This design comes from an exercise in tuning for small area on the open sky130 flow, not from production work. Only simulation tests tie the RTL to the original design; equivalence was not proved. No activity file was given, so power comes from the tool's default toggle rates.

$ cat design/flow/run.sh
#!/bin/bash
# synth_recipe.tcl (not shown) runs the flow's synth.tcl, then flattens the netlist and writes it again
# the make line also repeats each setting of config.mk as NAME=value (left out here)
make -C /OpenROAD-flow-scripts/flow DESIGN_CONFIG=/design/flow/config.mk WORK_HOME=/design/flow/orfs CLKGATE_MAP_FILE= SYNTH_SCRIPT=/design/flow/synth_recipe.tcl finish
$ cat design/flow/config.mk
export PLATFORM = sky130hd
export DESIGN_NAME = qls_mfilt
export DESIGN_NICKNAME = qls_mfilt
export VERILOG_FILES = /design/flow/design.v
export SDC_FILE = /design/flow/constraint.sdc
export NUM_CORES = 4
export LEC_CHECK = 0
export CAP_MARGIN = 20
export CORE_MARGIN = 2
export CORE_UTILIZATION = 40
export SLEW_MARGIN = 20
$ cat design/flow/constraint.sdc
create_clock -name core_clock -period 14.0 [get_ports {clk}]
set_input_delay 2.8000 -clock core_clock [delete_from_list [all_inputs] [get_ports {clk}]]
set_output_delay 2.8000 -clock core_clock [all_outputs]
set_load 0.01 [all_outputs]
$ cat design/flow/design.v
module qls_mfilt (
    input  wire               clk,
    input  wire               rst,         
    input  wire               coef_we,
    input  wire [4:0]         coef_addr,
    input  wire signed [11:0] coef_data,
    input  wire               start,
    input  wire               in_valid,
    input  wire signed [11:0] in_re,
    input  wire signed [11:0] in_im,
    output reg                sym_valid,
    output reg  signed [27:0] sym_re,
    output reg  signed [27:0] sym_im,
    output reg                bit_re,
    output reg                bit_im
);
    localparam integer SPS  = 4;
    localparam integer SPAN = 2;
    localparam integer L    = 2 * SPAN * SPS + 1;
    reg signed [11:0] coef [0:L-1];
    reg signed [11:0] hist_re [0:L-1];
    reg signed [11:0] hist_im [0:L-1];
    reg [4:0] idx;
    reg       fire;
    integer i;
    always @(posedge clk) begin
        if (coef_we && coef_addr < L)
            coef[coef_addr] <= coef_data;
    end
    always @(posedge clk) begin
        if (rst || start) begin
            for (i = 0; i < L; i = i + 1) begin
                hist_re[i] <= 12'sd0;
                hist_im[i] <= 12'sd0;
            end
            idx  <= 5'd0;
            fire <= 1'b0;
        end else begin
            fire <= 1'b0;
            if (in_valid) begin
                hist_re[0] <= in_re;
                hist_im[0] <= in_im;
                for (i = 1; i < L; i = i + 1) begin
                    hist_re[i] <= hist_re[i-1];
                    hist_im[i] <= hist_im[i-1];
                end
                if (idx == L - 1) begin
                    fire <= 1'b1;
                    idx  <= L - SPS;
                end else begin
                    idx  <= idx + 5'd1;
                end
            end
        end
    end
    reg signed [27:0] acc_re;
    reg signed [27:0] acc_im;
    always @(*) begin
        acc_re = 28'sd0;
        acc_im = 28'sd0;
        for (i = 0; i < L; i = i + 1) begin
            acc_re = acc_re + coef[i] * hist_re[i];
            acc_im = acc_im + coef[i] * hist_im[i];
        end
    end
    always @(posedge clk) begin
        if (rst || start) begin
            sym_valid <= 1'b0;
            sym_re    <= 28'sd0;
            sym_im    <= 28'sd0;
            bit_re    <= 1'b0;
            bit_im    <= 1'b0;
        end else begin
            sym_valid <= fire;
            if (fire) begin
                sym_re <= acc_re;
                sym_im <= acc_im;
                bit_re <= (acc_re > 28'sd0);
                bit_im <= (acc_im > 28'sd0);
            end
        end
    end
endmodule
==> metrics.md <==
| Metric | Value |
|---|---|
| Drt total wl | about 870000 um |
| Dpl ws | around 2 ns |
| Setup_tns | 0 ns |
| Aggregate global-route resource usage | 0.317 |
| Core footprint | roughly 550000 um^2 |
| CP max FO | 24 |
| Status | complete, no violations |
| Vias in the first global route | approximately 160k |
| CP startpoint | coef[16][5] |
| Total of warnings raised by yosys | 3 |
| Die area | about 560000 um^2 |
| Clk sinks | 677 |
| Global-route wire length before repair | about 1200000 um |
| Site Rows | ~270 |
| Cell mode on critical path | fa_1 |
| CTS H-tree depth | 3 |
| Final Cell Area | ~230000 um^2 |
| Vias/cell | 5.19 |
| FF-to-FF End | bit_re |
| Kind of critical path | register to register |
| Worst hold path type | register to register |
| Post-CTS Resized | 0 |
| Routability cong. | approximately 1.1 |
| Hold Path Stages | 2 |
| Worst EP arrival | between 10 and 15 ns |
| Vias | ~150k |
| Final min period | around 12 ns |
| Placed Area | around 230000 um^2 |
| Cts bufs inserted | ~110 |
| Post-synth EDFFs | about 200 |
| Pwr dens | between 20 and 30 nW/um^2 |
| Final period util | 0.860 |
| NumNets Final | a little under 30000 |
| Worst setup EP type | register |
| Leakage power | between 100 and 150 nW |
| Setup violations, final | 0 |
| Die Wd | about 750 um |
| Starting Density | 0.401 |
| Ys flop type | dfxtp_1 |
| Share of cells above drive strength 1 | 0.0207 |
| Fill cells | roughly 54000 |
| Largest net degree at the start of global routing | between 100 and 150 |
| Peak VDD IR | 0.0987 mV |
| RSZ-0062 raised after global routing | false |
| Initial antenna violation count | 60 |
| Tightest Pin Transition | roughly 1.3 ns |
| Highest-count cells in the layout ignoring fill and taps | 6418 x fa_1, 6396 x inv_1, 2320 x and2_1 |
| Clock slew at reported path FFs | approximately 0.08 ns |
| Skew-Pair Late Insertion Delay | ~1 ns |
| # IOs | roughly 110 |
| Syn_area_per_cell | about 10 um^2 |
| Post-CTS setup buffer count | 0 |
| Crit path largest cell delay | just over 1 ns |
| Fmax | approximately 83 MHz |
| Flop2flop setup slack | slightly below 2 ns |
| Die height | 746 um |
| Syn Nets | 29400 |
| GR Overflow Total | 0 |
| Max-cap violation count | 0 |
| Final hold violations | 0 |
| Synthesized cell area | ~220000 um^2 |
| Commonest non-fill, non-tap cell in the layout | fa_1 |
| Initial drt markers | 14900 |
| Max_slew headroom | 0.130 |
| R2r worst-path depth | 29 |
| Clk root buf | clkbuf_16 |
| CTS tree | yes |
| Drt drc | 0 |
| DR pass1 iterations | 8 |
| Dpl hpwl | 741000 um |
| Final count of pins violating max slew | 0 |
| Area added between synthesis and finish | 5.63% |
| Longest Clk Path Bufs | 4 |
| Clock skew | 0.0964 ns |
| Sequential area share after synthesis | 0.0709 |
| WHS Endpoint | hist_im[0][6] |
| Wire length per cell | 30.2 um |
| IO buf count | 104 |
| CP Data Required Time | 14.88 ns |
| Worst Min Path Start | hist_im[0][6] |
| Reg-to-Reg Start | coef[16][5] |
| Synth Register Bits | ~680 |
| Slowest cell on crit path | edfxtp_1 |
| Post-route setup slack | 1.96 ns |
| Remaining antenna violation count | 0 |
| Hold Buf Count CTS | 0 |
| Worst setup SP type | register |
| Core Util, Final | 0.424 |
| Synth Instances | roughly 22000 |
| Post-synth ARST share | 0 |
| Number of library cell types mapped by synthesis | 74 |
==> state kept, by name, indices dropped and copies added, names as in the netlist <==
register	cells
bit_re	1
sym_im	28
bit_im	1
sym_re	28
idx	5
fire	1
coef	204
hist_re	204
hist_im	204
sym_valid	1
==> cell type report <==
cell class | count | area [um^2] | share of cell area
Clock inverter | 75 | 878 | 0.00378
Timing Repair Buffer | 312 | 2730 | 0.0118
Antenna cell | 96 | 240 | 0.00103
Tap cell | 7261 | 9080 | 0.0391
Inverter | 6398 | 24000 | 0.103
Clock buffer | 125 | 2870 | 0.0124
Multi-Input combinational cell | 13800 | 177000 | 0.762
Sequential cell | 677 | 15600 | 0.0671
==> Yosys cell counts (3+ instances only) <==
library cell	instances	area [um^2]
xnor2_1	113	990
nor2_1	618	2320
buf_1	36	135
ha_1	1110	13900
nand2b_1	270	1690
and3_1	8	50.1
or3_1	6	37.5
nor3_1	14	70.1
o211ai_1	4	30.0
xor2_1	30	263
clkbuf_1	892	3350
nand3_1	16	80.1
nor4_1	6	37.5
nor3b_1	3	22.5
o31a_1	4	35.0
o21bai_1	10	75.1
nor2b_1	6	37.5
and4_1	3	26.3
a311oi_1	3	26.3
dfxtp_1	473	9470
a31oi_1	14	87.6
o21ai_0	63	315
a21o_1	20	150
inv_1	6396	24000
a211oi_1	19	143
a21oi_1	36	180
edfxtp_1	204	6130
o2111ai_1	3	26.3
nand4_1	5	31.3
and2_1	2320	14500
nand2_1	2203	8270
fa_1	6418	128000
mux2i_1	452	4520
==> cell families after synthesis <==
kind of cell | count (synthesis) | synth area share
simple gates | 5495 | 0.124
flops | 677 | 0.0709
compound gates | 208 | 0.00628
fa+ha+maj | 7528 | 0.647
xor+xnor | 143 | 0.00569
buf+inv | 7329 | 0.125
mux | 453 | 0.0206
==> how the worst max path moves through the flow <==
stage               endpoint  slack [ns]  cells after the start
floorplan             bit_re        3.73                     31
global placement      bit_re        2.07                     30
detailed placement    bit_re        2.01                     30
CTS                   bit_re        2.07                     30
global route          bit_im        1.68                     29
finish                bit_re        1.96                     29
==> per-stage QoR <==
step / total power, mW / cells / hold slack (ns)
2_1_floorplan: 2.89 / 21800 / 0.476
6_report: 6.67 / 28800 / 0.491
4_1_cts: 6.67 / 28700 / 0.496
3_3_place_gp: 3.53 / 28500 / 0.475
5_1_grt: 6.83 / 28700 / 0.512
3_5_place_dp: 3.52 / 28500 / 0.481
==> critical path, delay by kind of cell, from the launching register on <==
kind / cells / cell delay [ns]
fa+ha+maj: 14 / 7.77
simple gates: 6 / 1.74
flops: 1 / 1.03
compound gates: 4 / 0.90
buf+inv: 5 / 0.47
==> report_power, final <==
group | leakage (nW) | switching [mW] | total, mW | internal [mW]
Clock | 1.80 | 1.38 | 3.14 | 1.76
Sequential | 5.65 | 0.0501 | 2.08 | 2.03
Combinational | 112 | 0.970 | 1.45 | 0.481
==> layer usage <==
layer | GRT usage | up-vias | part of all wire
met5 | 0 | - | 0.00021
met4 | 0.190 | 28 | 0.073
met3 | 0.0845 | 1466 | 0.10
met2 | 0.476 | 7264 | 0.44
met1 | 0.414 | 80800 | 0.38
li1 | - | 59700 | -

==> port drivers added, routing unchanged <==
The results above use ideal ports. As a check the final layout listed here was re-extracted and re-timed, cells and wires unchanged. Step 1 sets driving cells, clkbuf_16 on the clock port and buf_2 on the other inputs (assumed; they add their load-dependent delay and slew). Step 2 moves the port delays by t, midway between the first and last clock arrival at a register: inputs arrive t later, outputs are due t later. That takes back most of the time a late clock gives input paths. a / b / c = ideal / step 1 / step 2; a / b = the first two.
t, ns: 1.073
setup slack, ns: 1.964 / 1.964 / 1.964
latest minus earliest clock arrival (ns): 0.100 / 0.099
worst slew at a driven data input, ns: 0.06
cell pins on the clock port's net: 1
After both steps setup and hold are still met in this run. The setup slack of this run moves by 0.000 ns with the drivers and by 0.000 ns with both steps.
